Source: an optimization exercise on an open RTL-to-GDS flow (aim: small area, a short achievable clock period and few clock cycles per item). Production flows keep margins and buffers that such runs may drop. The RTL was checked by simulation tests, not by an equivalence proof against the original design. No activity file was given, so power comes from the tool's default toggle rates.

<file path="flow/design.v">
module ioc_audio_enc (
    input  wire        clk,
    input  wire        rst,
    input  wire [1:0]  cfg_coding,
    input  wire        cfg_word_sel,
    input  wire [63:0] now_us,
    input  wire        in_valid,
    output wire        in_ready,
    input  wire [63:0] in_frame,
    output reg         out_valid,
    input  wire        out_ready,
    output reg  [7:0]  out_data,
    output reg         out_last,
    output reg  [31:0] bad_cnt
);
    localparam [1:0] C_PCM = 2'd0, C_U8 = 2'd1, C_U10 = 2'd2;
    localparam integer N = 31;
    reg rst_r;
    reg is_pcm, is_u8, is_u10, wsel_r;
    reg [1:0] coding;
    always @(posedge clk) begin
        rst_r  <= rst;
        coding <= cfg_coding;
        is_pcm <= (cfg_coding == C_PCM);
        is_u8  <= (cfg_coding == C_U8);
        is_u10 <= (cfg_coding == C_U10);
        wsel_r <= cfg_word_sel;
    end
    wire srst = rst_r;
    reg  [23:0] ir_raw;
    reg         ir_v, ir_last;
    reg  [8:0]  iidx;         
    reg  [63:0] ts;
    reg         ts_v;
    reg         in_ready_r;
    assign in_ready = in_ready_r;
    wire in_fire = in_valid & in_ready_r;
    wire [31:0] word = wsel_r ? in_frame[63:32] : in_frame[31:0];
    wire        bad  = wsel_r ? ~&in_frame[55:48] : ~&in_frame[23:16];
    reg  [31:0] bad_cy;
    integer b;
    always @* begin
        bad_cy[0] = 1'b1;
        for (b = 1; b < 32; b = b + 1) bad_cy[b] = bad_cy[b-1] & bad_cnt[b-1];
    end
    reg  [3:0]  shift;
    reg  [5:0]  umin;
    reg  [1:0]  bst;          
    reg  [5:0]  shc;
    reg         sh_up, sh_dn;
    reg  [15:0] p16;
    reg         pz;           
    reg  [4:0]  pu;           
    reg         pdec;
    reg         p_v, p_half, p_last;
    wire [31:0] raw  = {{8{ir_raw[23]}}, ir_raw};
    wire [31:0] p    = raw << shift;
    wire [23:0] ux   = ir_raw ^ {24{ir_raw[23]}};
    wire        udec = ir_raw[23] & ~|(ux[23:1] & ~ux[22:0]);
    reg  [4:0]  uval;
    reg  [7:0]  pt;           
    integer t;
    always @* begin
        for (t = 0; t < 8; t = t + 1)
            pt[t] = p16[15] ? (~&(p16 | ((16'd1 << (7 + t)) - 16'd1)) | (pz & ((p16 & ((16'd1 << (7 + t)) - 16'd1)) == 16'd0)))
                            : (|(p16[14:0] >> (7 + t)));
        uval = 5'd31;
        for (t = 0; t < 24; t = t + 1)
            if (ux[t]) uval = 5'd30 - t[4:0];
    end
    reg  [N-1:0] v;
    reg  [12:0]  d [0:N-1];
    reg  [4:0]   cnt;         
    wire full = (cnt == 5'd31);
    reg  pop;                 
    reg  [N-1:0] hole_le;
    integer i;
    always @* begin
        hole_le[0] = ~v[0];
        for (i = 1; i < N; i = i + 1) hole_le[i] = hole_le[i-1] | ~v[i];
    end
    wire [N-1:0] ld = hole_le | {N{pop}};
    wire hold  = (bst != 2'd0) | (p_v & p_last);
    wire push  = p_v & ld[N-1];
    wire p_fin = ~is_pcm | p_half;            
    wire pdone = push & p_fin;
    wire p_ld  = ir_v & ~hold & (~p_v | pdone);
    reg  [1:0]  acode;
    always @*
        acode = is_u8 ? (pt[5] ? 2'd3 : pt[3] ? 2'd2 : pt[1] ? 2'd1 : 2'd0)
                      : (pt[7] ? 2'd3 : pt[5] ? 2'd2 : pt[3] ? 2'd1 : 2'd0);
    wire [21:0] p16x = {{6{p16[15]}}, p16};
    wire [10:0] wv   = p16x[{acode, 1'b0} +: 11];
    wire [12:0] entry = is_pcm ? {5'd0, p_half ? p16[7:0] : p16[15:8]} : {acode, wv};
    reg  [4:0] ipos;          
    reg  [7:0] acc0, acc1;    
    wire [5:0] sh_diff = umin - shc;
    wire [4:0] pu_v = pu - {4'd0, pdec};
    reg        e_hdr;         
    reg  [3:0] hcnt;
    reg        e_cs;          
    reg  [3:0] e_pair;
    reg  [4:0] e_idx;         
    reg        e_half;        
    reg  [4:0] e_ph;          
    reg  [3:0] ecs, cs1;
    reg  [15:0] seq;
    function [3:0] cs_of(input [7:0] a, input u10);
        reg [3:0] c;
        begin
            c = a[7] ? 4'd8 : a[6] ? 4'd7 : a[5] ? 4'd6 : a[4] ? 4'd5 :
                a[3] ? 4'd4 : a[2] ? 4'd3 : a[1] ? 4'd2 : a[0] ? 4'd1 : 4'd0;
            cs_of = u10 ? ((c > 4'd2) ? c - 4'd2 : 4'd0) : c;
        end
    endfunction
    wire [3:0] ncs0 = cs_of(acc0, is_u10);
    wire [3:0] ncs1 = cs_of(acc1 | pt, is_u10);
    wire [15:0] body_len = is_u8 ? 16'd330 : is_u10 ? 16'd410 : 16'd640;
    reg  [7:0] hdr_byte;
    always @* begin
        case (hcnt)
            4'd0:  hdr_byte = 8'h5A;
            4'd1:  hdr_byte = {6'd0, coding};
            4'd2:  hdr_byte = seq[15:8];
            4'd3:  hdr_byte = seq[7:0];
            4'd4:  hdr_byte = ts[63:56];
            4'd5:  hdr_byte = ts[55:48];
            4'd6:  hdr_byte = ts[47:40];
            4'd7:  hdr_byte = ts[39:32];
            4'd8:  hdr_byte = ts[31:24];
            4'd9:  hdr_byte = ts[23:16];
            4'd10: hdr_byte = ts[15:8];
            4'd11: hdr_byte = ts[7:0];
            4'd12: hdr_byte = body_len[15:8];
            default: hdr_byte = body_len[7:0];
        endcase
    end
    wire [12:0] d0 = d[0];
    wire [12:0] d1 = d[1];
    reg  [3:0]  dl0, dl1;
    wire [10:0] s0 = $signed(d0[10:0]) >>> dl0;
    wire [10:0] s1 = $signed(d1[10:0]) >>> dl1;
    wire [9:0]  c0 = s0[9:0];
    wire [9:0]  c1 = s1[9:0];
    wire [7:0]  u10_byte = ({8{e_ph[0]}} & c0[9:2])
                         | ({8{e_ph[1]}} & {c0[1:0], c1[9:4]})
                         | ({8{e_ph[2]}} & {c0[3:0], c1[9:6]})
                         | ({8{e_ph[3]}} & {c0[5:0], c1[9:8]})
                         | ({8{e_ph[4]}} & c0[7:0]);
    reg        sk_v, sk_l;
    reg  [7:0] sk_d;
    wire eok      = ~sk_v;                
    wire oreg_ld  = ~out_valid | out_ready;
    wire last_smp = (e_pair == 4'd9) & (e_idx == 5'd31);
    wire can_hdr  = e_hdr & ts_v;
    wire can_cs   = ~e_hdr & ~is_pcm & e_cs & full & p_v;
    wire can_smp  = ~e_hdr & (is_pcm ? v[0] : ~e_cs);
    wire produce  = can_hdr | can_cs | can_smp;
    wire smp_pop  = is_pcm | is_u8 | ~e_ph[0];
    wire smp_adv  = is_pcm ? e_half : smp_pop;      
    reg [7:0] nbyte;
    always @* begin
        if (e_hdr)       nbyte = hdr_byte;
        else if (is_pcm) nbyte = d0[7:0];
        else if (e_cs)   nbyte = {ncs0, ncs1};
        else if (is_u8)  nbyte = s0[7:0];
        else             nbyte = u10_byte;
    end
    wire nlast = ~e_hdr & (is_pcm | ~e_cs) & smp_adv & last_smp;
    wire f_hdr = eok & can_hdr;
    wire f_cs  = eok & can_cs;
    wire f_smp = eok & can_smp;
    wire smp_last_fire = f_smp & smp_adv & (e_idx == 5'd31);
    wire e_hdr_n = (f_hdr & (hcnt == 4'd13)) ? 1'b0 : (smp_last_fire & (e_pair == 4'd9)) ? 1'b1 : e_hdr;
    wire e_cs_n  = f_cs ? 1'b0 : smp_last_fire ? 1'b1 : e_cs;
    wire [4:0] e_ph_n = (f_smp & is_u10) ? {e_ph[3:0], e_ph[4]} : e_ph;
    wire sk_v_n  = ~oreg_ld & (sk_v | (eok & produce));
    wire [3:0] ecs_n = f_cs ? ncs0 : (f_smp & smp_adv & (e_idx == 5'd15)) ? cs1 : ecs;
    wire [1:0] a0_n  = ld[0] ? d[1][12:11] : d[0][12:11];
    wire [1:0] a1_n  = ld[1] ? d[2][12:11] : d[1][12:11];
    wire ir_v_n   = in_fire | (ir_v & ~p_ld);
    wire ir_open  = in_ready_r;
    wire p_v_n    = p_ld | (p_v & ~pdone);
    wire p_half_n = p_ld ? 1'b0 : (push ? ~p_half : p_half);
    wire p_last_n = p_ld ? ir_last : p_last;
    wire v0_n     = ld[0] ? v[1] : v[0];
    wire full_n   = pop ? (push & full) : (full | (push & (cnt == 5'd30)));
    wire [1:0] bst_n = (bst != 2'd0) ? bst + 2'd1 : (pdone & p_last) ? 2'd1 : 2'd0;
    wire hold_n   = (bst_n != 2'd0) | (p_v_n & p_last_n);
    wire pop_n    = ~sk_v_n & ~e_hdr_n & (is_pcm ? v0_n : (~e_cs_n & (is_u8 | ~e_ph_n[0])));
    wire in_ready_n = ~ir_v_n | (~hold_n & (~p_v_n | ((~is_pcm | p_half_n) & (~full_n | pop_n))));
    integer j;
    always @(posedge clk) begin
        for (j = 0; j < N-1; j = j + 1)
            if (ld[j]) d[j] <= d[j+1];
        if (ld[N-1]) d[N-1] <= entry;
        if (ir_open) begin
            ir_raw  <= {word[15:0], word[31:24]};
            ir_last <= (iidx == 9'd319);
        end
        if (ir_open & ~ts_v & (iidx == 9'd0)) ts <= now_us;
        if (p_ld) begin
            p16 <= p[31:16];
            pz  <= (p[15:0] == 16'd0);
            pu  <= uval;
            pdec <= udec;
        end
        if (push & ~is_pcm) begin
            if (ipos == 5'd0)       acc0 <= pt;
            else if (~ipos[4])      acc0 <= acc0 | pt;
            if (ipos == 5'd16)      acc1 <= pt;
            else if (ipos[4])       acc1 <= acc1 | pt;
        end
        if (bst == 2'd1) shc <= ({2'b00, shift} < umin) ? {2'b00, shift} : umin;
        if (bst == 2'd2) begin
            sh_up <= (sh_diff > 6'd4) && (shc < 6'd12);
            sh_dn <= (sh_diff < 6'd4) && (shc > 6'd0);
        end
        if (f_cs) cs1 <= ncs1;
        ecs <= ecs_n;
        dl0 <= ecs_n - {1'b0, a0_n, 1'b0};
        dl1 <= ecs_n - {1'b0, a1_n, 1'b0};
        if (srst) begin
            bad_cnt    <= 32'd0;
            in_ready_r <= 1'b1;
            ir_v       <= 1'b0;
            iidx       <= 9'd0;
            ts_v       <= 1'b0;
            v          <= {N{1'b0}};
            cnt        <= 5'd0;
            pop        <= 1'b0;
            p_v        <= 1'b0;
            p_half     <= 1'b0;
            p_last     <= 1'b0;
            bst        <= 2'd0;
            shift      <= 4'd0;
            umin       <= 6'd31;
            ipos       <= 5'd0;
            e_hdr      <= 1'b1;
            hcnt       <= 4'd0;
            e_cs       <= 1'b1;
            e_pair     <= 4'd0;
            e_idx      <= 5'd0;
            e_half     <= 1'b0;
            e_ph       <= 5'd1;
            seq        <= 16'd0;
            sk_v       <= 1'b0;
            out_valid  <= 1'b0;
            out_last   <= 1'b0;
        end else begin
            bad_cnt <= bad_cnt ^ ({32{in_fire & bad}} & bad_cy);
            in_ready_r <= in_ready_n;
            ir_v       <= ir_v_n;
            if (in_fire) iidx <= (iidx == 9'd319) ? 9'd0 : iidx + 9'd1;
            for (j = 0; j < N-1; j = j + 1)
                if (ld[j]) v[j] <= v[j+1];
            if (ld[N-1]) v[N-1] <= push;
            if (push & ~pop)      cnt <= cnt + 5'd1;
            else if (pop & ~push) cnt <= cnt - 5'd1;
            pop    <= pop_n;
            p_v    <= p_v_n;
            p_half <= p_half_n;
            p_last <= p_last_n;
            bst    <= bst_n;
            if (pdone) begin
                ipos <= ipos + 5'd1;
                if ({1'b0, pu_v} < umin) umin <= {1'b0, pu_v};
            end
            if (bst == 2'd3) begin
                shift <= sh_up ? shc[3:0] + 4'd1 : sh_dn ? shc[3:0] - 4'd1 : shc[3:0];
                umin  <= umin + 6'd1;
            end
            if (oreg_ld) begin
                out_valid <= sk_v | (eok & produce);
                out_data  <= sk_v ? sk_d : nbyte;
                out_last  <= sk_v ? sk_l : nlast;
            end else if (eok & produce) begin
                sk_d <= nbyte;
                sk_l <= nlast;
            end
            sk_v <= sk_v_n;
            e_hdr <= e_hdr_n;
            e_cs  <= e_cs_n;
            e_ph  <= e_ph_n;
            if (f_hdr) hcnt <= (hcnt == 4'd13) ? 4'd0 : hcnt + 4'd1;
            if (f_smp) begin
                if (is_pcm) e_half <= ~e_half;
                if (smp_adv) begin
                    e_idx <= e_idx + 5'd1;
                    if (e_idx == 5'd31) begin
                        e_pair <= (e_pair == 4'd9) ? 4'd0 : e_pair + 4'd1;
                        if (e_pair == 4'd9) seq <= seq + 16'd1;
                    end
                end
            end
            if (in_fire & (iidx == 9'd0)) ts_v <= 1'b1;
            else if (f_hdr & (hcnt == 4'd13)) ts_v <= 1'b0;
        end
    end
endmodule
</file>
<file path="flow/flow/run.sh">
#!/bin/bash
set -euo pipefail
bash standard.sh synth > step_synth.log 2>&1
export SETUP_SLACK_MARGIN=6
export POST_GLOBAL_PLACE_TCL="$PWD/flow/port_bufs.tcl"
bash standard.sh finish > step_layout.log 2>&1
</file>
<file path="flow/flow/port_bufs.tcl">
# POST_GLOBAL_PLACE hook: buffer_ports gives every port a clkdlybuf4s50_1
# (a delay cell). Swap those port buffers for plain buf_1 cells; the resize
# and repair steps that follow size them as the loads need.
set n 0
foreach inst [[ord::get_db_block] getInsts] {
  if {[[$inst getMaster] getName] eq "sky130_fd_sc_hd__clkdlybuf4s50_1"
      && [regexp {^(input|output)[0-9]+$} [$inst getName]]} {
    replace_cell [$inst getName] sky130_fd_sc_hd__buf_1
    incr n
  }
}
puts "port_bufs.tcl: $n port buffers now sky130_fd_sc_hd__buf_1"
</file>
<file path="flow/standard.sh">
#!/bin/bash
# synth_recipe.tcl (not shown) runs the flow's synth.tcl, then flattens the netlist and writes it again
# the make line also repeats each setting of config.mk as NAME=value (left out here)
make -C /OpenROAD-flow-scripts/flow DESIGN_CONFIG=/design/flow/config.mk WORK_HOME=/design/flow/orfs CLKGATE_MAP_FILE= SYNTH_SCRIPT=/design/flow/synth_recipe.tcl "${@:-finish}"
</file>
<file path="flow/config.mk">
export PLATFORM = sky130hd
export DESIGN_NAME = ioc_audio_enc
export DESIGN_NICKNAME = ioc_audio_enc
export VERILOG_FILES = /design/flow/design.v
export SDC_FILE = /design/flow/constraint.sdc
export NUM_CORES = 4
export LEC_CHECK = 0
export CAP_MARGIN = 20
export CORE_MARGIN = 2
export CORE_UTILIZATION = 55
export CTS_BUF_LIST = sky130_fd_sc_hd__clkbuf_16
export CTS_CLUSTER_DIAMETER = 150
export CTS_CLUSTER_SIZE = 24
export PLACE_DENSITY = 0.65
export SLEW_MARGIN = 20
</file>
<file path="flow/constraint.sdc">
create_clock -name core_clock -period 9.0 [get_ports {clk}]
set_input_delay 1.8000 -clock core_clock [delete_from_list [all_inputs] [get_ports {clk}]]
set_output_delay 1.8000 -clock core_clock [all_outputs]
set_load 0.01 [all_outputs]
</file>
==> results.cfg, run 1 <==
[critical_path]
worstSetupPathType = flop to output pin
rrSetupSlack_ns = 6.08
required_ns = 7.20
start_kind = flop
rr_worst_depth = 14
cp_max_fo = 2
setup.worst_path.end_class = output pin
arrival_ns = 1.19

[clocking]
cts-root-buf = clkbuf_16
clk_latency_ns = 0.58
cts_sinks = 718
ctsHtreeMaxLevel = 2
cts_tree = yes
clk_pin_slew_ns = 0.10
cts_hold_buf = 0
numCtsBuffers = 35
clk_path_buf_depth = 3

[floorplanning]
io_pins = 178
die_h_um = 238
core-area_um2 = 53800
die-area_um2 = 56400
num_rows = 85
die_w_um = 238
initial_core_util_pct = 55.7

[flow_run]
drv_cap = 0

[yosys]
synth_area_um2 = 30000
async_reset_ff_share_pct = 0
ys_seq_area_share_pct = 66.7
yosysTopAreaCellShare_pct = 56.2
ys.flop_type = edfxtp_1
synthCells = 2287
netlist.top_cell.by_area = edfxtp_1
netlist_top_cells_area = edfxtp_1 56%, dfxtp_1 10%, nor2_1 2.4%
synth_edf_count = 561
synth.avg_cell_area_um2 = 13.1
yosysWarningCount = 2
yosysUniqueCellTypes = 105
synth-seq-cells = 718

[timing]
setup_viol_count_final = 0
slew_headroom_pct = 28.8
period_minus_slack_ns = 2.99
setup_tns_ns = 0
tightest_slew_ns = 1.07
fmax_mhz = 334
period_share_pct = 33.3
fin_skew_ns = 0.0275
hold_violations = 0
rsz0062_at_grt = yes
maxSlewViolCount = 0

[layout]
drive_gt1_share_pct = 12.1
finalInstanceArea_um2 = 32900
area_growth_pct = 9.76
layout_common_cells = 561 x edfxtp_1, 193 x nor2_1, 166 x buf_1, 145 x nand2_1, 131 x dfxtp_1
layout_commonest_cell = edfxtp_1
final_nets = 2627

[placed_design]
dpl.hpwl_mm = 41.1
io_buffers = 177
placement.cell_area_um2 = 31200

[hold_path]
whs_path_depth = 0
hold_path.class = flop to flop

[drt]
antenna_left = 0
drt_iter0_markers = 1531
dr.pass1.iters = 5
num_vias = 18400
viasPerCell = 5.81
wirelength_mm = 59.2
drc_errors = 0
wl_per_cell_um = 18.7

[power_and_ir_drop]
p_leak_nw = 11.7
powerDensity_nw_per_um2 = 203
vdd_drop_max_mv = 0.154

[grt]
globalRouteTotalUtil_pct = 20.6
grt_pass1_wl_mm = 92.4
grt_max_degree = 68
grt-ovfl-total = 0
antenna_found_initial = 1
grt_pass1_vias = 17300

[outcome]
status = timing/DRC/antenna clean
-- path summary, 6_finish.rpt --
check | from | to
setup / recovery | in_ready_r$_SDFF_PP1_ | in_ready
hold / removal | d[14][0]$_DFFE_PP_ | d[13][0]$_DFFE_PP_
setup reg to reg | v[24]$_SDFFE_PP0P_ | cnt[4]$_SDFFE_PP0P_
hold reg to reg | d[14][0]$_DFFE_PP_ | d[13][0]$_DFFE_PP_
-- cells in the mapped netlist (7+ instances only) --
| cell | count |
|---|---|
| mux2_2 | 59 |
| nor2b_1 | 24 |
| a21oi_1 | 117 |
| o2111ai_1 | 9 |
| o31ai_1 | 13 |
| buf_1 | 14 |
| a22oi_1 | 13 |
| or2_2 | 7 |
| a31oi_1 | 15 |
| and2_1 | 9 |
| a32oi_1 | 12 |
| dfxtp_1 | 157 |
| ha_1 | 37 |
| xnor2_1 | 32 |
| o211a_1 | 9 |
| nand2b_1 | 17 |
| clkbuf_1 | 78 |
| and4_1 | 7 |
| a211oi_1 | 16 |
| and3_1 | 29 |
| inv_1 | 99 |
| o211ai_1 | 10 |
| a21o_1 | 19 |
| nor3_1 | 36 |
| mux4_2 | 12 |
| nand3_1 | 71 |
| nor4_1 | 15 |
| or3_1 | 18 |
| nor2_1 | 194 |
| o21ai_0 | 96 |
| a221oi_1 | 7 |
| o22ai_1 | 9 |
| nand4_1 | 31 |
| mux2i_1 | 66 |
| nand2_1 | 145 |
| o21ai_1 | 10 |
| buf_2 | 13 |
| xor2_1 | 46 |
| edfxtp_1 | 561 |
-- flip-flops by register name, indices dropped and copies added (netlist names), 6 cells and up --
signal    cells
acc0          8
acc1          8
bad_cnt      32
d           403
iidx          9
ir_raw       24
out_data      8
p16          16
seq          16
shc           6
sk_d          8
ts           64
umin          6
v            31
-- report_power, final --
| group | total (W) | internal (W) | switching, W |
|---|---|---|---|
| clock network | 0.00170 | 0.000738 | 0.000964 |
| logic | 0.000582 | 0.000249 | 0.000333 |
| registers | 0.00440 | 0.00416 | 0.000245 |
| total | 0.00668 | 0.00514 | 0.00154 |
-- worst max-delay path: stages (launching register included) --
cell	delay, ns
dfxtp_4	0.36
buf_12	0.13
buf_6	0.11
-- cell families (layout without fill, tap and decap cells) --
family	Yosys count	count (layout)	share of synthesized area (%)
buf+inv	216	405	2.91
xor+xnor	78	78	2.28
compound gates	443	443	9.98
mux	138	138	5.36
flops	718	718	66.7
other cells	1	3	0.0125
simple gates	652	653	11.0
fa+ha+maj	41	41	1.81
-- timing repair --
| action | 4_1_cts | 5_1_grt |
|---|---|---|
| gates resized for setup | 52 | 37 |
| endpoints found under the setup margin | 235 | 117 |
| cloned | 1 | 1 |
| pin swaps | 10 | 14 |
| setup buffers | 18 | 28 |
-- metal layers --
metal | routed length, um | GRT usage (%) | share of wire, %
met3 | 2750 | 2.85 | 4.6
met2 | 28000 | 33.6 | 47
met4 | 1470 | 6.29 | 2.5
met1 | 27000 | 29.1 | 46
met5 | 0 | 0 | 0
-- area by class of cell --
class / instances / area, um2
Antenna cell: 1 / 2.50
Clock inverter: 28 / 123
Clock buffer: 36 / 901
Tap cell: 696 / 871
Inverter: 102 / 395
Fill cell: 4248 / 20900
Sequential cell: 718 / 20000
Timing Repair Buffer: 239 / 1200
Multi-Input combinational cell: 1355 / 9400
-- metrics by stage --
stage	setup slack [ns]	hold WS, ns	util (%)	cells	power [W]
2_1_floorplan	5.41	0.400	-	2288	0.00479
3_3_place_gp	4.77	0.400	60.1	3061	0.00503
3_5_place_dp	5.01	0.405	58.0	3061	0.00502
4_1_cts	5.89	0.410	60.5	3144	0.00674
5_1_grt	5.93	0.420	61.2	3174	0.00698
6_report	6.01	0.414	61.2	3175	0.00668
Testbench counts, summed over its fixed seeds: cycles 45,984, blocks 96.
==> inputs of run 2 (changes only) <==
--- a/flow/config.mk
+++ b/flow/config.mk
@@ -8,8 +8,8 @@
 export CAP_MARGIN = 20
 export CORE_MARGIN = 2
 export CORE_UTILIZATION = 55
-export CTS_BUF_LIST = sky130_fd_sc_hd__clkbuf_16
+export CTS_BUF_LIST = sky130_fd_sc_hd__clkbuf_8
 export CTS_CLUSTER_DIAMETER = 150
-export CTS_CLUSTER_SIZE = 24
+export CTS_CLUSTER_SIZE = 16
 export PLACE_DENSITY = 0.65
 export SLEW_MARGIN = 20
==> run 2 against run 1 <==
Effect of this change: power is 2.7% lower; synthesized area stayed put; die area stayed put; combinational power hardly changed; count of clock-buffer cells in the layout is 16 higher; wire length is 1.7% higher; worst hold slack worse by 0.039 ns; setup slack worse by 0.079 ns; non-clock buffer count is 23 higher; global-route usage is 0.37 points higher.
==> results.cfg, run 2 <==
[grt]
grt-ovfl-total = 0
grt_pass1_vias = 17800
grt_pass1_wl_mm = 94.1
grt_max_degree = 68
globalRouteTotalUtil_pct = 21.0
antenna_found_initial = 3

[layout]
area_growth_pct = 10.8
top_regs = d (403), ts (64), bad_cnt (32)
layout_common_cells = 561 x edfxtp_1, 194 x nor2_1, 145 x nand2_1, 136 x inv_1, 134 x buf_1
largest_register_ffs = 403
layout_commonest_cell = edfxtp_1
final_nets = 2665
fin_cells = 3228
top_register = d
drive_gt1_share_pct = 15.2

[power_and_ir_drop]
vdd_drop_max_mv = 0.159
p_int_w = 0.00495
power_frac_seq_pct = 67.6
p_sw_w = 0.00156
p_comb_share_pct = 9.0
p_leak_nw = 12.0
p_clk_share_pct = 23.4
powerDensity_nw_per_um2 = 196
finalPower_w = 0.00651
sw_frac_of_total_pct = 23.9

[drt]
viasPerCell = 5.78
antenna_left = 0
dr.pass1.iters = 6
num_vias = 18600
wirelength_mm = 60.3
drt_iter0_markers = 1596
drc_errors = 0
wl_per_cell_um = 18.7

[floorplanning]
num_rows = 85
io_pins = 178
die_w_um = 238
die_h_um = 238
core-area_um2 = 53800
initial_core_util_pct = 55.7
die-area_um2 = 56400

[yosys]
synth_most_common_cell = edfxtp_1
ys_seq_area_share_pct = 66.7
synth_commonest_cells = 561 x edfxtp_1, 194 x nor2_1, 157 x dfxtp_1, 145 x nand2_1, 117 x a21oi_1
synth.avg_cell_area_um2 = 13.1
ys.flop_type = edfxtp_1
netlist_top_cells_area = edfxtp_1 56%, dfxtp_1 10%, nor2_1 2.4%
synth_area_um2 = 30000
netlist.top_cell.by_area = edfxtp_1
synthCells = 2287
yosysUniqueCellTypes = 105
synth_edf_count = 561
yosysTopAreaCellShare_pct = 56.2
yosysWarningCount = 2
async_reset_ff_share_pct = 0
synth-seq-cells = 718

[critical_path]
worstSetupPathType = flop to output pin
required_ns = 7.20
cp_max_fo = 2
r2r_start = p16[7]$_DFFE_PN_
arrival_ns = 1.27
startpoint = in_ready_r$_SDFF_PP1_
start_kind = flop
setup.worst_path.end_class = output pin

[timing]
slew_headroom_pct = 29.7
setup_tns_ns = 0
maxSlewViolCount = 0
tightest_slew_ns = 1.05
period_share_pct = 34.1
setup_viol_count_final = 0
hold_violations = 0
fmax_mhz = 325
fin_skew_ns = 0.0819
rsz0062_at_grt = yes
period_minus_slack_ns = 3.07

[outcome]
status = timing/DRC/antenna clean

[clocking]
numCtsBuffers = 50
cts-root-buf = clkbuf_8
cts_hold_buf = 0
ctsHtreeMaxLevel = 2
cts_tree = yes
cts_sinks = 718
clk_pin_slew_ns = 0.10
clk_latency_ns = 0.71
clk_path_buf_depth = 3

[flow_run]
drv_cap = 0

[placed_design]
dpl.hpwl_mm = 41.1
dp_cells = 3061
io_buffers = 177

[hold_path]
hold_path.class = flop to flop
min_from = d[19][6]$_DFFE_PP_
[run 2: cell families (layout without fill, tap and decap cells)]
kind of cell	Yosys count	count (layout)	share of synthesized area, %
fa+ha+maj	41	41	1.81
mux	138	138	5.36
compound gates	443	443	9.98
simple gates	652	653	11.0
other cells	1	4	0.0125
flops	718	718	66.7
xor+xnor	78	78	2.28
buf+inv	216	457	2.91
[run 2: final cells by class]
type / instances / area [um2]
clock inverter: 41 / 164
inverter: 102 / 398
timing repair buffer: 262 / 1570
fill: 4203 / 20600
tap: 696 / 871
sequential: 718 / 20100
antenna: 2 / 5.00
multi-input combinational: 1355 / 9430
clock buffer: 52 / 716
[run 2: per-stage QoR]
| step | hold WS [ns] | setup slack [ns] | util [%] | cell area, um2 |
|---|---|---|---|---|
| after floorplan | 0.400 | 5.41 | - | 30100 |
| after global placement | 0.400 | 4.77 | 60.1 | 32300 |
| after detailed placement | 0.405 | 5.01 | 58.0 | 31200 |
| after CTS | 0.400 | 5.87 | 61.2 | 32900 |
| after global routing | 0.415 | 5.88 | 61.7 | 33200 |
| final | 0.375 | 5.93 | 61.7 | 33200 |
[run 2: power by group through the flow]
stage	clock, W	combinational (W)	sequential (W)
2_1_floorplan	0	0.000451	0.00434
5_1_grt	0.00170	0.000645	0.00445
3_5_place_dp	0	0.000539	0.00448
6_report	0.00152	0.000585	0.00440
4_1_cts	0.00159	0.000568	0.00441
3_3_place_gp	0	0.000575	0.00446
[run 2: per-layer routing]
layer	track usage, %	part of all wire (%)
met1	29.1	45
met2	34.6	47
met3	3.09	5.1
met4	6.58	2.8
met5	0	0.022
[run 2: worst paths after layout]
check             cells past startpoint            endpoint  slack, ns
setup / recovery                      2            in_ready       5.93
setup reg to reg                      7  d[30][6]$_DFFE_PN_       6.08
hold reg to reg                       0  d[18][6]$_DFFE_PP_       0.37
hold / removal                        0  d[18][6]$_DFFE_PP_       0.37
[run 2: repair_timing]
| action | CTS | global route |
|---|---|---|
| gates resized for setup | 142 | 36 |
| endpoints found under the hold margin | 0 | 0 |
| cloned | 1 | 1 |
| setup buffers | 52 | 17 |
| endpoints found under the setup margin | 262 | 109 |
| pin swaps | 8 | 8 |
[run 2: worst max-delay path, cell delays in order (launching register included)]
cell and delay, ns:
dfxtp_4 0.36, buf_12 0.13, buf_6 0.11
==> inputs of run 3 (changes only) <==
==> flow/flow/run.sh (replaced) <==
#!/bin/bash
set -euo pipefail
bash standard.sh synth > step_synth.log 2>&1
export SETUP_SLACK_MARGIN=6.2
export POST_GLOBAL_PLACE_TCL="$PWD/flow/port_bufs.tcl"
bash standard.sh finish > step_layout.log 2>&1
--- a/flow/config.mk
+++ b/flow/config.mk
@@ -7,9 +7,9 @@
 export LEC_CHECK = 0
 export CAP_MARGIN = 20
 export CORE_MARGIN = 2
-export CORE_UTILIZATION = 55
-export CTS_BUF_LIST = sky130_fd_sc_hd__clkbuf_8
+export CORE_UTILIZATION = 62
+export CTS_BUF_LIST = sky130_fd_sc_hd__clkbuf_16
 export CTS_CLUSTER_DIAMETER = 150
-export CTS_CLUSTER_SIZE = 16
-export PLACE_DENSITY = 0.65
+export CTS_CLUSTER_SIZE = 24
+export PLACE_DENSITY = 0.7
 export SLEW_MARGIN = 20
==> run 3 against run 2 <==
Effect of this change: still clean; die area fell by 11%; synthesized area unchanged; via count up 1.7%; sequential power hardly changed; clock power increased by 12%; largest cell class unchanged; highest routed layer is now met4.
==> results.cfg, run 3 <==
[grt]
antenna_found_initial = 1
grt-ovfl-total = 0
grt.met2_usage_pct = 40.1
grt_pass1_wl_mm = 95.3
grt_use_met3_pct = 2.90
grt_pass1_vias = 18000
globalRouteTotalUtil_pct = 23.9
met1_usage_pct = 33.4
grt_max_degree = 100
busiest_layer = met2

[clocking]
cts-root-buf = clkbuf_16
clk_path_buf_depth = 3
cts_tree = yes
clk_pin_slew_ns = 0.09
cts_sinks = 718
numCtsBuffers = 35
ctsHtreeMaxLevel = 2
clk_latency_ns = 0.58

[yosys]
synth_commonest_cells = 561 x edfxtp_1, 194 x nor2_1, 157 x dfxtp_1, 145 x nand2_1, 117 x a21oi_1
ys.flop_type = edfxtp_1
async_reset_ff_share_pct = 0
synthCells = 2287
synth.avg_cell_area_um2 = 13.1
yosysWarningCount = 2
synth_edf_count = 561
ys_seq_area_share_pct = 66.7
yosysUniqueCellTypes = 105
netlist.top_cell.by_area = edfxtp_1
yosysTopAreaCellShare_pct = 56.2
synth_area_um2 = 30000
synth-seq-cells = 718
synth_most_common_cell = edfxtp_1
netlist_top_cells_area = edfxtp_1 56%, dfxtp_1 10%, nor2_1 2.4%

[layout]
largest_register_ffs = 403
top_regs = d (403), ts (64), bad_cnt (32)
top_register = d
finalInstanceArea_um2 = 34100
layout_common_cells = 561 x edfxtp_1, 191 x nor2_1, 142 x nand2_1, 136 x buf_1, 129 x buf_4
layout_commonest_cell = edfxtp_1
fillers = 3219
area_growth_pct = 13.7
drive_gt1_share_pct = 18.4
final_core_util_pct = 71.4
final_nets = 2707

[timing]
slew_headroom_pct = 28.7
hold_violations = 0
tightest_slew_ns = 1.07
setup_viol_count_final = 0
hold_slack_ns = 0.412
setup_tns_ns = 0
maxSlewViolCount = 0
fmax_mhz = 333
period_minus_slack_ns = 3.01
fin_skew_ns = 0.0287
rsz0062_at_grt = yes
period_share_pct = 33.4

[drt]
dr.pass1.iters = 5
viasPerCell = 5.97
drc_errors = 0
antenna_left = 0
drt_iter0_markers = 1520
num_vias = 19000
wirelength_mm = 61.2
wl_per_cell_um = 19.3

[critical_path]
required_ns = 9.50
worstSetupPathType = primary input to flop
cpMaxStageDelayCell = or3_1
rr_worst_depth = 9
rrSetupSlack_ns = 6.16
arrival_ns = 3.50
timing.rr.end = out_data[0]$_DFFE_PP_
r2r_start = p16[14]$_DFFE_PN_
slowest_delay_ns = 0.36
worstPathCellList = buf_1 > and2_4 > o31ai_4 > or3_4 > nor3_4 > nand4_4 > or3_1 > a21oi_2
start_kind = primary input
cp_max_fo = 7
setup.worst_path.end_class = flop

[hold_path]
hold_end = d[24][8]$_DFFE_PP_
whs_path_depth = 0
hold_path.class = flop to flop
min_from = d[25][8]$_DFFE_PP_

[floorplanning]
die_w_um = 224
num_rows = 80
die-area_um2 = 50100
core-area_um2 = 47700
die_h_um = 224
io_pins = 178
initial_core_util_pct = 62.8

[power_and_ir_drop]
p_comb_share_pct = 9.3
powerDensity_nw_per_um2 = 198
vdd_drop_max_mv = 0.277
power_frac_seq_pct = 65.4
p_sw_w = 0.00156
p_clk_share_pct = 25.3
p_int_w = 0.00517
p_leak_nw = 12.4
sw_frac_of_total_pct = 23.2

[outcome]
status = timing/DRC/antenna clean

[flow_run]
drv_cap = 0

[placed_design]
io_buffers = 177
placement.cell_area_um2 = 31100
dpl.hpwl_mm = 41.0
run 3: worst max-delay path by stage:
stage,from,to,slack (ns),depth (start not counted)
2_1_floorplan,in_valid,bad_cnt[27]$_SDFF_PP0_,5.41,9
3_5_place_dp,in_valid,bad_cnt[26]$_SDFF_PP0_,5.07,8
3_3_place_gp,in_valid,bad_cnt[26]$_SDFF_PP0_,4.76,8
6_report,in_valid,bad_cnt[26]$_SDFF_PP0_,5.99,8
4_1_cts,in_ready_r$_SDFF_PP1_,in_ready,5.85,2
5_1_grt,in_frame[20],bad_cnt[26]$_SDFF_PP0_,5.89,8
run 3: kinds of logic (layout without fill, tap and decap cells):
logic type / count (synthesis) / after routing / share of synthesized area (%)
flops: 718 / 718 / 66.7
simple gates: 652 / 653 / 11.0
compound gates: 443 / 443 / 9.98
buf+inv: 216 / 485 / 2.91
mux: 138 / 138 / 5.36
xor+xnor: 78 / 78 / 2.28
fa+ha+maj: 41 / 41 / 1.81
other cells: 1 / 3 / 0.0125
run 3: power groups by stage:
stage	logic (W)	clock network (W)	registers, W
4_1_cts	0.000579	0.00176	0.00442
5_1_grt	0.000683	0.00186	0.00446
2_1_floorplan	0.000454	0	0.00434
3_3_place_gp	0.000572	0	0.00446
6_report	0.000624	0.00171	0.00441
3_5_place_dp	0.000540	0	0.00448
run 3: cell type report:
| cell class | count | area [um2] | share of cell area, % |
|---|---|---|---|
| Clock buffer | 36 | 901 | 2.64 |
| Sequential cell | 718 | 20100 | 58.9 |
| Clock inverter | 28 | 123 | 0.360 |
| Inverter | 102 | 403 | 1.18 |
| Tap cell | 615 | 769 | 2.26 |
| Timing Repair Buffer | 319 | 2120 | 6.21 |
| Antenna cell | 1 | 2.50 | 0.00734 |
| Multi-Input combinational cell | 1355 | 9700 | 28.4 |
run 3: routing by layer:
metal  vias to the layer above  wire (um)  share of wire, %
li1                       9004          -                 -
met1                      9325      27000                44
met2                       535      29600                48
met3                        92       3210               5.2
met4                         0       1450               2.4
met5                         -          0                 0
run 3: through the flow:
step                setup slack, ns  std cells  total power (W)
global route                   5.89       3173          0.00700
detailed placement             5.07       2979          0.00502
CTS                            5.85       3115          0.00676
floorplan                      5.41       2288          0.00479
finish                         5.99       3174          0.00673
global placement               4.76       2979          0.00503
run 3: worst max-delay path, delay by kind of cell:
family	cells	cell delay [ns]
buffers and inverters	1	0.09
AO/OA/AOI/OAI	2	0.23
AND/OR/NAND/NOR	5	1.38
run 3: repair_timing:
item / in CTS / in global routing
gates cloned: 3 / 1
hold buffers: 0 / 0
endpoints found under the setup margin: 309 / 196
resized for setup: 193 / 60
buffers inserted: 69 / 57
pin swaps: 29 / 31
==> inputs of run 4 (changes only) <==
==> flow/flow/run.sh (replaced) <==
#!/bin/bash
set -euo pipefail
bash standard.sh synth > step_synth.log 2>&1
export SETUP_SLACK_MARGIN=5.8
export POST_GLOBAL_PLACE_TCL="$PWD/flow/port_bufs.tcl"
bash standard.sh finish > step_layout.log 2>&1
==> run 4 against run 3 <==
Effect of this change: still clean; global-route usage is 0.55 points lower; clock power about the same; count of clock-buffer cells in the layout unchanged; die area stayed put; worst hold slack improved by 0.0010 ns; synthesized cell count unchanged; first-iteration DRC count shrank 4.2%; non-clock buffer count is 109 lower; fmax is 4.0% lower.
==> results.cfg, run 4 <==
[critical_path]
worstSetupPathType = flop to output pin
r2r_start = p16[7]$_DFFE_PN_
timing.rr.end = d[30][6]$_DFFE_PN_
rrSetupSlack_ns = 5.93
setup.worst_path.end_class = output pin
start_kind = flop
arrival_ns = 1.33
rr_worst_depth = 7
cp_max_fo = 15
cpMaxStageDelayCell = dfxtp_4
slowest_delay_ns = 0.42
worstPathCellList = buf_12 > clkbuf_2
required_ns = 7.20

[hold_path]
hold_path.class = flop to flop
whs_path_depth = 0
min_from = d[14][0]$_DFFE_PP_
hold_end = d[13][0]$_DFFE_PP_

[drt]
viasPerCell = 5.99
wirelength_mm = 58.6
top_layer = met4
dr.pass1.iters = 5
antenna_left = 0
dr_wl_met2_mm = 28.1
met1_length_mm = 26.4
wl_per_cell_um = 19.1
wl_met3_mm = 3.05
num_vias = 18300
drc_errors = 0
drt_iter0_markers = 1456

[timing]
setup_tns_ns = 0
slew_headroom_pct = 25.2
fin_skew_ns = 0.0270
tightest_slew_ns = 1.11
setup_viol_count_final = 0
hold_violations = 0
setup_ws_ns = 5.87
maxSlewViolCount = 0
period_minus_slack_ns = 3.13
fmax_mhz = 319
rsz0062_at_grt = yes
period_share_pct = 34.8

[yosys]
synth_commonest_cells = 561 x edfxtp_1, 194 x nor2_1, 157 x dfxtp_1, 145 x nand2_1, 117 x a21oi_1
netlist_top_cells_area = edfxtp_1 56%, dfxtp_1 10%, nor2_1 2.4%
ys_seq_area_share_pct = 66.7
synth-seq-cells = 718
netlist.top_cell.by_area = edfxtp_1
async_reset_ff_share_pct = 0
yosysWarningCount = 2
synth_most_common_cell = edfxtp_1
ys.flop_type = edfxtp_1
yosysUniqueCellTypes = 105
yosysTopAreaCellShare_pct = 56.2
synth.avg_cell_area_um2 = 13.1
synth_area_um2 = 30000
synthCells = 2287
synth_edf_count = 561

[grt]
grt_max_degree = 75
antenna_found_initial = 0
grt_pass1_vias = 17400
grt_pass1_wl_mm = 92.9
grt-ovfl-total = 0
globalRouteTotalUtil_pct = 23.4

[clocking]
clk_pin_slew_ns = 0.10
cts_tree = yes
cts-root-buf = clkbuf_16
ctsHtreeMaxLevel = 2
clk_latency_ns = 0.58
clk_path_buf_depth = 3
numCtsBuffers = 35
cts_sinks = 718

[layout]
layout_common_cells = 561 x edfxtp_1, 194 x nor2_1, 176 x buf_1, 151 x dfxtp_1, 145 x nand2_1
diodes = 0
layout_commonest_cell = edfxtp_1
multiInputGateArea_um2 = 9250
top_register = d
final_nets = 2597
regArea_um2 = 20000
drive_gt1_share_pct = 9.15
area_growth_pct = 7.98
top_regs = d (403), ts (64), bad_cnt (32)
largest_register_ffs = 403
fillers = 3471

[outcome]
status = timing/DRC/antenna clean

[floorplanning]
core-area_um2 = 47700
num_rows = 80
io_pins = 178
die_w_um = 224
die-area_um2 = 50100
die_h_um = 224
initial_core_util_pct = 62.8

[power_and_ir_drop]
p_leak_nw = 11.5
powerDensity_nw_per_um2 = 206
vdd_drop_max_mv = 0.190

[placed_design]
place_ws_ns = 5.03
io_buffers = 177
dpl.hpwl_mm = 40.7

[flow_run]
drv_cap = 0
run 4: cell counts after synthesis:
Identical to the previous run, type by type.
run 4: repair_timing:
item                       CTS  global route
cloned                       0             1
pin swaps                    6             7
buffers inserted             5            13
resized for setup           13            17
hold buffers                 0             0
setup endpoints to repair  156            83
hold endpoints to repair     0             0
run 4: through the flow:
stage | power (W) | util, % | hold WS [ns] | cell area (um2) | cells
2_1_floorplan | 0.00479 | - | 0.400 | 30000 | 2288
3_3_place_gp | 0.00503 | 67.4 | 0.400 | 32200 | 2980
3_5_place_dp | 0.00502 | 65.1 | 0.405 | 31100 | 2980
4_1_cts | 0.00673 | 67.5 | 0.418 | 32200 | 3049
5_1_grt | 0.00695 | 67.8 | 0.428 | 32400 | 3063
6_report | 0.00667 | 67.8 | 0.413 | 32400 | 3063
run 4: power breakdown:
| part | switching [W] | internal [W] | leakage (nW) |
|---|---|---|---|
| clock | 0.000965 | 0.000739 | 0.592 |
| sequential | 0.000255 | 0.00416 | 7.02 |
| combinational | 0.000322 | 0.000233 | 3.87 |
run 4: critical path: cells and delay by family (launching register included):
family                 cells  cell delay [ns]
buffers and inverters      2             0.32
flip-flops                 1             0.42
run 4: cell families (layout without fill, tap and decap cells):
kind of cell | after synthesis | count (layout) | share of synthesized area (%)
mux | 138 | 138 | 5.36
flops | 718 | 718 | 66.7
fa+ha+maj | 41 | 41 | 1.81
xor+xnor | 78 | 78 | 2.28
compound gates | 443 | 443 | 9.98
buf+inv | 216 | 376 | 2.91
other cells | 1 | 2 | 0.0125
simple gates | 652 | 652 | 11.0
run 4: layer usage:
metal  track usage, %  up-vias
met5                0        -
met4             5.89        0
met3             2.53       62
met2             38.3      511
met1             33.9     8971
li1                 -     8795
run 4: area by class of cell:
cell class                 count  share of cell area (%)
clock buffer                  36                    2.78
sequential                   718                    61.8
clock inverter                28                   0.379
tap                          615                    2.38
inverter                     102                    1.20
multi-input combinational   1354                    28.6
timing repair buffer         210                    2.91
run 4: worst max-delay path by stage:
stage                           from                     end  cells after the start
2_1_floorplan               in_valid  bad_cnt[27]$_SDFF_PP0_                      9
3_3_place_gp                in_valid  bad_cnt[26]$_SDFF_PP0_                      8
3_5_place_dp                in_valid  bad_cnt[26]$_SDFF_PP0_                      8
4_1_cts              v[0]$_SDFF_PP0_     cnt[4]$_SDFFE_PP0P_                     15
5_1_grt              v[0]$_SDFF_PP0_     cnt[4]$_SDFFE_PP0P_                     15
6_report       in_ready_r$_SDFF_PP1_                in_ready                      2
==> inputs of run 5 (changes only) <==
==> flow/flow/run.sh (replaced) <==
#!/bin/bash
set -euo pipefail
bash standard.sh synth > step_synth.log 2>&1
export SETUP_SLACK_MARGIN=6
export POST_GLOBAL_PLACE_TCL="$PWD/flow/port_bufs.tcl"
bash standard.sh finish > step_layout.log 2>&1
==> run 5 against run 4 <==
Effect of this change: clock skew is 0.0018 ns lower; non-clock buffer count increased by 20; first-iteration DRC count is 0.55% higher; count of clock-buffer cells in the layout unchanged; sequential power barely moved; highest routed layer unchanged; clock power is essentially flat; largest cell class unchanged; still clean on timing, DRC and antenna; synthesized area unchanged; final cell count increased by 0.65%; setup slack gained 0.13 ns; flip-flop and latch count is the same; global-route usage about the same; wire length grew 0.94%.
==> results.cfg, run 5 <==
[yosys]
ys.flop_type = edfxtp_1
ys_seq_area_share_pct = 66.7
synth_edf_count = 561
synthAdderAreaFrac_pct = 1.81
synthSimpleGateAreaFrac_pct = 11.0
synthCells = 2287
synth.avg_cell_area_um2 = 13.1
yosysWarningCount = 2
synth-compound-area-share_pct = 9.98
netlist.top_cell.by_area = edfxtp_1
synth_top_family_by_area = simple AND/OR/NAND/NOR gates
synth_commonest_cells = 561 x edfxtp_1, 194 x nor2_1, 157 x dfxtp_1, 145 x nand2_1, 117 x a21oi_1
yosysTopAreaCellShare_pct = 56.2
netlist_top_cells_area = edfxtp_1 56%, dfxtp_1 10%, nor2_1 2.4%
synth_most_common_cell = edfxtp_1
synthMuxAreaShare_pct = 5.36
synth-seq-cells = 718
synth_area_um2 = 30000
synth_xor_area_share_pct = 2.28
yosysUniqueCellTypes = 105
async_reset_ff_share_pct = 0

[timing]
setup_ws_ns = 5.99
setup_viol_count_final = 0
hold_violations = 0
fin_skew_ns = 0.0252
setup_tns_ns = 0
period_minus_slack_ns = 3.01
fmax_mhz = 333
rsz0062_at_grt = yes
hold_slack_ns = 0.416
tightest_slew_ns = 1.10
period_share_pct = 33.4
maxSlewViolCount = 0
slew_headroom_pct = 26.2

[critical_path]
required_ns = 7.20
cp_max_fo = 6
timing.rr.end = out_data[5]$_DFFE_PP_
start_kind = flop
arrival_ns = 1.21
worstSetupPathType = flop to output pin
setup.worst_path.end_class = output pin
r2r_start = dl1[0]$_DFFE_PP_
rrSetupSlack_ns = 6.08
rr_worst_depth = 8

[power_and_ir_drop]
finalPower_w = 0.00668
p_leak_nw = 11.7
powerDensity_nw_per_um2 = 204
vdd_drop_max_mv = 0.208

[hold_path]
whs_path_depth = 0
hold_end = d[29][9]$_DFFE_PP_
min_from = d[30][9]$_SDFFCE_PP0N_
hold_path.class = flop to flop

[layout]
area_growth_pct = 9.08
layout_common_cells = 561 x edfxtp_1, 193 x nor2_1, 164 x buf_1, 145 x nand2_1, 132 x dfxtp_1
fillers = 3441
layout_commonest_cell = edfxtp_1
largest_register_ffs = 403
top_register = d
final_nets = 2617
final_core_util_pct = 68.5
regArea_um2 = 20000
multiInputGateArea_um2 = 9350
drive_gt1_share_pct = 11.9
top_regs = d (403), ts (64), bad_cnt (32)
diodes = 0

[grt]
antenna_found_initial = 0
globalRouteTotalUtil_pct = 23.3
grt-ovfl-total = 0
grt_pass1_vias = 17400
grt_pass1_wl_mm = 92.7
grt_max_degree = 94

[floorplanning]
num_rows = 80
die_h_um = 224
die-area_um2 = 50100
die_w_um = 224
core-area_um2 = 47700
io_pins = 178
initial_core_util_pct = 62.8

[clocking]
clk_pin_slew_ns = 0.09
numCtsBuffers = 35
clk_latency_ns = 0.59
clk_path_buf_depth = 3
ctsHtreeMaxLevel = 2
cts_tree = yes
cts_hold_buf = 0
cts-root-buf = clkbuf_16
cts_sinks = 718

[drt]
drc_errors = 0
viasPerCell = 6.01
dr.pass1.iters = 5
wl_per_cell_um = 19.2
drt_iter0_markers = 1464
wirelength_mm = 59.1
antenna_left = 0
num_vias = 18500

[placed_design]
io_buffers = 177
place_ws_ns = 5.08
dpl.hpwl_mm = 40.8

[outcome]
status = timing/DRC/antenna clean

[flow_run]
drv_cap = 0
## run 5: what timing repair did
| action | 4_1_cts | 5_1_grt |
|---|---|---|
| resized for setup | 52 | 35 |
| cloned | 1 | 0 |
| pin swaps | 12 | 5 |
| endpoints found under the setup margin | 262 | 116 |
| buffers inserted | 22 | 18 |
## run 5: critical path, stage by stage, from the launching register on
cell and delay (ns):
dfxtp_4 0.36, buf_12 0.14, buf_6 0.12
## run 5: layer usage
layer | track usage, % | vias up | part of all wire [%] | wire length [um]
met1 | 33.1 | 9119 | 45 | 26600
met5 | 0 | - | 0 | 0
met3 | 2.68 | 69 | 5.0 | 2990
met2 | 38.8 | 518 | 48 | 28500
met4 | 5.83 | 0 | 1.9 | 1140
li1 | - | 8818 | - | -
## run 5: layout make-up
| class | count | share of cell area, % |
|---|---|---|
| tap | 615 | 2.35 |
| timing repair buffer | 230 | 3.49 |
| inverter | 102 | 1.21 |
| multi-input combinational | 1354 | 28.6 |
| clock inverter | 28 | 0.375 |
| sequential | 718 | 61.2 |
| clock buffer | 36 | 2.75 |
## run 5: through the flow
stage | instance area [um2] | instances
finish | 32700 | 3083
global route | 32700 | 3083
CTS | 32500 | 3065
detailed placement | 31100 | 2978
global placement | 32200 | 2978
floorplan | 30100 | 2288
## run 5: worst max-delay path by stage
stage | startpoint | end | slack, ns | cells after the start
final | in_ready_r$_SDFF_PP1_ | in_ready | 5.99 | 2
after global routing | in_frame[20] | bad_cnt[31]$_SDFF_PP0_ | 5.94 | 9
after CTS | in_ready_r$_SDFF_PP1_ | in_ready | 5.84 | 2
after detailed placement | in_valid | bad_cnt[31]$_SDFF_PP0_ | 5.08 | 8
after global placement | in_valid | bad_cnt[26]$_SDFF_PP0_ | 4.78 | 8
after floorplan | in_valid | bad_cnt[27]$_SDFF_PP0_ | 5.41 | 9
## run 5: kinds of logic after synthesis
logic type               count (synthesis)
flip-flops                             718
AND/OR/NAND/NOR                        652
AO/OA/AOI/OAI                          443
buffers and inverters                  216
multiplexers                           138
XOR/XNOR                                78
adder cells (fa/ha/maj)                 41
other                                    1
## run 5: report_power, final
group	switching [W]	leakage [nW]	internal [W]	total, W
logic	0.000333	4.05	0.000247	0.000581
clock network	0.000960	0.592	0.000738	0.00170
registers	0.000248	7.03	0.00416	0.00440
total	0.00154	11.7	0.00514	0.00668
==> inputs of run 6 (changes only) <==
--- a/flow/config.mk
+++ b/flow/config.mk
@@ -7,9 +7,9 @@
 export LEC_CHECK = 0
 export CAP_MARGIN = 20
 export CORE_MARGIN = 2
-export CORE_UTILIZATION = 62
+export CORE_UTILIZATION = 66
 export CTS_BUF_LIST = sky130_fd_sc_hd__clkbuf_16
 export CTS_CLUSTER_DIAMETER = 150
 export CTS_CLUSTER_SIZE = 24
-export PLACE_DENSITY = 0.7
+export PLACE_DENSITY = 0.75
 export SLEW_MARGIN = 20
==> run 6 against run 5 <==
Effect of this change: combinational power about the same; synthesized area unchanged; register-to-register slack got worse by 0.02 ns; synthesized cell count unchanged; power grew 0.80%; count of clock-buffer cells in the layout unchanged; clock power hardly changed; critical path depth did not move; global-route usage grew 3.2 points; wire length grew 6.0%; first-iteration DRC count is 36% higher; sequential share of layout area is 0.19 points lower; largest cell class unchanged.
==> results.cfg, run 6 <==
[outcome]
status = timing/DRC/antenna clean

[floorplanning]
die_h_um = 217
core-area_um2 = 45100
initial_core_util_pct = 66.5
die-area_um2 = 47200
die_w_um = 217
io_pins = 178
num_rows = 78

[yosys]
yosysTopAreaCellShare_pct = 56.2
ys_seq_area_share_pct = 66.7
synth_xor_area_share_pct = 2.28
synth_most_common_cell = edfxtp_1
netlist_top_cells_area = edfxtp_1 56%, dfxtp_1 10%, nor2_1 2.4%
synthAdderAreaFrac_pct = 1.81
synth-seq-cells = 718
yosysUniqueCellTypes = 105
synth_edf_count = 561
synth_area_um2 = 30000
netlist.top_cell.by_area = edfxtp_1
yosysWarningCount = 2
synth_commonest_cells = 561 x edfxtp_1, 194 x nor2_1, 157 x dfxtp_1, 145 x nand2_1, 117 x a21oi_1
async_reset_ff_share_pct = 0
synthSimpleGateAreaFrac_pct = 11.0
synth-compound-area-share_pct = 9.98
synthCells = 2287
synth_top_family_by_area = simple AND/OR/NAND/NOR gates
ys.flop_type = edfxtp_1
synth.avg_cell_area_um2 = 13.1
synthMuxAreaShare_pct = 5.36

[grt]
grt-ovfl-total = 0
grt_pass1_vias = 17900
grt_max_degree = 69
antenna_found_initial = 0
globalRouteTotalUtil_pct = 26.5
grt_pass1_wl_mm = 98.0

[critical_path]
rrSetupSlack_ns = 6.06
setup.worst_path.end_class = output pin
r2r_start = p16[14]$_DFFE_PN_
required_ns = 7.20
arrival_ns = 1.20
cpMaxStageDelayCell = dfxtp_4
rr_worst_depth = 8
start_kind = flop
cp_max_fo = 2
timing.rr.end = out_data[1]$_DFFE_PP_
worstSetupPathType = flop to output pin
slowest_delay_ns = 0.36
worstPathCellList = buf_12 > buf_6

[layout]
top_register = d
drive_gt1_share_pct = 12.3
largest_register_ffs = 403
final_core_util_pct = 72.8
area_growth_pct = 9.42
fillers = 2995
multiInputGateArea_um2 = 9470
top_regs = d (403), ts (64), bad_cnt (32)
layout_common_cells = 561 x edfxtp_1, 192 x nor2_1, 170 x buf_1, 144 x nand2_1, 132 x dfxtp_1
diodes = 0
regArea_um2 = 20000
final_nets = 2619
layout_commonest_cell = edfxtp_1

[drt]
num_vias = 18800
antenna_left = 0
viasPerCell = 6.14
drc_errors = 0
wl_per_cell_um = 20.4
drt_iter0_markers = 1986
dr.pass1.iters = 6
wirelength_mm = 62.7

[timing]
maxSlewViolCount = 0
setup_viol_count_final = 0
slew_headroom_pct = 26.2
setup_tns_ns = 0
fin_skew_ns = 0.0276
tightest_slew_ns = 1.10
hold_violations = 0
period_minus_slack_ns = 3.00
fmax_mhz = 334
period_share_pct = 33.3
rsz0062_at_grt = yes

[clocking]
ctsHtreeMaxLevel = 2
clk_path_buf_depth = 3
clk_latency_ns = 0.58
clk_pin_slew_ns = 0.10
cts_hold_buf = 0
cts-root-buf = clkbuf_16
numCtsBuffers = 35
cts_sinks = 718
cts_tree = yes

[power_and_ir_drop]
p_comb_share_pct = 8.7
power_frac_seq_pct = 65.9
vdd_drop_max_mv = 0.229
p_leak_nw = 11.7
sw_frac_of_total_pct = 23.6
p_int_w = 0.00515
p_sw_w = 0.00159
powerDensity_nw_per_um2 = 205
p_clk_share_pct = 25.5

[hold_path]
whs_path_depth = 0
hold_path.class = flop to flop
hold_end = d[7][12]$_DFFE_PP_
min_from = d[8][12]$_DFFE_PP_

[placed_design]
dpl.hpwl_mm = 41.8
io_buffers = 177

[flow_run]
drv_cap = 0
[run 6: critical path, delay by kind of cell, from the launching register on]
kind / cells / cell delay (ns)
DFF: 1 / 0.36
buffers and inverters: 2 / 0.24
[run 6: metrics by stage]
step                cell area [um2]  setup WS [ns]  hold slack, ns  total power, W  cells
floorplan                     30100           5.41           0.400         0.00479   2288
global placement              32200           4.77           0.400         0.00503   2963
detailed placement            31100           5.03           0.405         0.00504   2963
CTS                           32500           5.98           0.419         0.00677   3053
global route                  32800           5.92           0.426         0.00699   3070
finish                        32800           6.00           0.414         0.00674   3070
[run 6: power by group through the flow]
stage / clock network, W / registers [W] / logic, W
6_report: 0.00172 / 0.00444 / 0.000584
5_1_grt: 0.00187 / 0.00449 / 0.000639
4_1_cts: 0.00176 / 0.00444 / 0.000565
3_5_place_dp: 0 / 0.00449 / 0.000543
3_3_place_gp: 0 / 0.00446 / 0.000571
2_1_floorplan: 0 / 0.00434 / 0.000451
[run 6: worst max-delay path by stage]
| stage | start | endpoint | slack [ns] | depth (start not counted) |
|---|---|---|---|---|
| 6_report | in_ready_r$_SDFF_PP1_ | in_ready | 6.00 | 2 |
| 5_1_grt | in_valid | bad_cnt[31]$_SDFF_PP0_ | 5.92 | 8 |
| 4_1_cts | bad_cnt[24]$_SDFF_PP0_ | bad_cnt[24] | 5.98 | 1 |
| 3_5_place_dp | in_valid | bad_cnt[26]$_SDFF_PP0_ | 5.03 | 8 |
| 3_3_place_gp | in_valid | bad_cnt[26]$_SDFF_PP0_ | 4.77 | 8 |
| 2_1_floorplan | in_valid | bad_cnt[27]$_SDFF_PP0_ | 5.41 | 9 |
[run 6: layout make-up]
class                      instances  share of cell area, %
clock buffer                      36                   2.75
inverter                         102                   1.21
clock inverter                    28                  0.374
sequential                       718                   61.0
timing repair buffer             231                   3.49
multi-input combinational       1355                   28.8
tap                              600                   2.29
[run 6: cell families (layout without fill, tap and decap cells)]
family / count (synthesis) / count (layout)
AOI/OAI and AO/OA: 443 / 443
xor gates and xnor gates: 78 / 78
adders and majority gates: 41 / 41
buffers and inverters: 216 / 397
DFF: 718 / 718
muxes: 138 / 138
other: 1 / 2
and+or+nand+nor: 652 / 653
[run 6: per-layer routing]
layer	share of wire (%)	routed length (um)	global-route usage (%)	up-vias
li1	-	-	-	8838
met1	42	26500	37.4	9216
met2	49	30900	44.5	703
met3	6.3	3970	3.12	92
met4	2.1	1320	6.67	0
met5	0	0	0	-
[run 6: repair_timing]
action,CTS,global route
buffers inserted,25,16
cloned,1,1
pin swaps,10,13
gates resized for setup,45,59
endpoints found under the setup margin,261,129

==> what the ideal ports hide <==
No port has a modelled driver above. Below, the same layouts with a new extraction and two added sets of constraints.
Step 1 (the two cells are an assumption about what drives the block):
set clk [get_ports {clk}]
set_driving_cell -lib_cell sky130_fd_sc_hd__clkbuf_16 $clk
set_driving_cell -lib_cell sky130_fd_sc_hd__buf_2 [delete_from_list [all_inputs] $clk]
Step 2, shift: input delay + t, output delay - t, t = (earliest + latest rising clock arrival at the registers) / 2. This alone moves slack from input paths to output paths.
a / b / c = ideal / step 1 / step 2; a / b = the first two.
| run | t, ns | setup slack, ns | hold slack, ns | worst register clock-pin slew, ns |
|---|---|---|---|---|
| run 1 | 0.629 | 6.006 / 5.949 / 5.418 | 0.414 / 0.414 / 0.414 | 0.10 / 0.10 |
| run 2 | 0.728 | 5.927 / 5.870 / 5.398 | 0.375 / 0.375 / 0.375 | 0.12 / 0.12 |
| run 3 | 0.627 | 5.995 / 5.941 / 5.402 | 0.412 / 0.412 / 0.412 | 0.10 / 0.10 |
| run 4 | 0.624 | 5.868 / 5.810 / 5.388 | 0.413 / 0.413 / 0.413 | 0.10 / 0.10 |
| run 5 | 0.637 | 5.994 / 5.935 / 5.431 | 0.416 / 0.416 / 0.416 | 0.10 / 0.10 |
| run 6 | 0.629 | 6.002 / 5.943 / 5.427 | 0.414 / 0.414 / 0.414 | 0.10 / 0.10 |
After both steps every run listed still meets setup and hold. For run 3, which loses most, drivers alone change the setup slack by -0.054 ns; drivers and shift together by -0.593 ns.
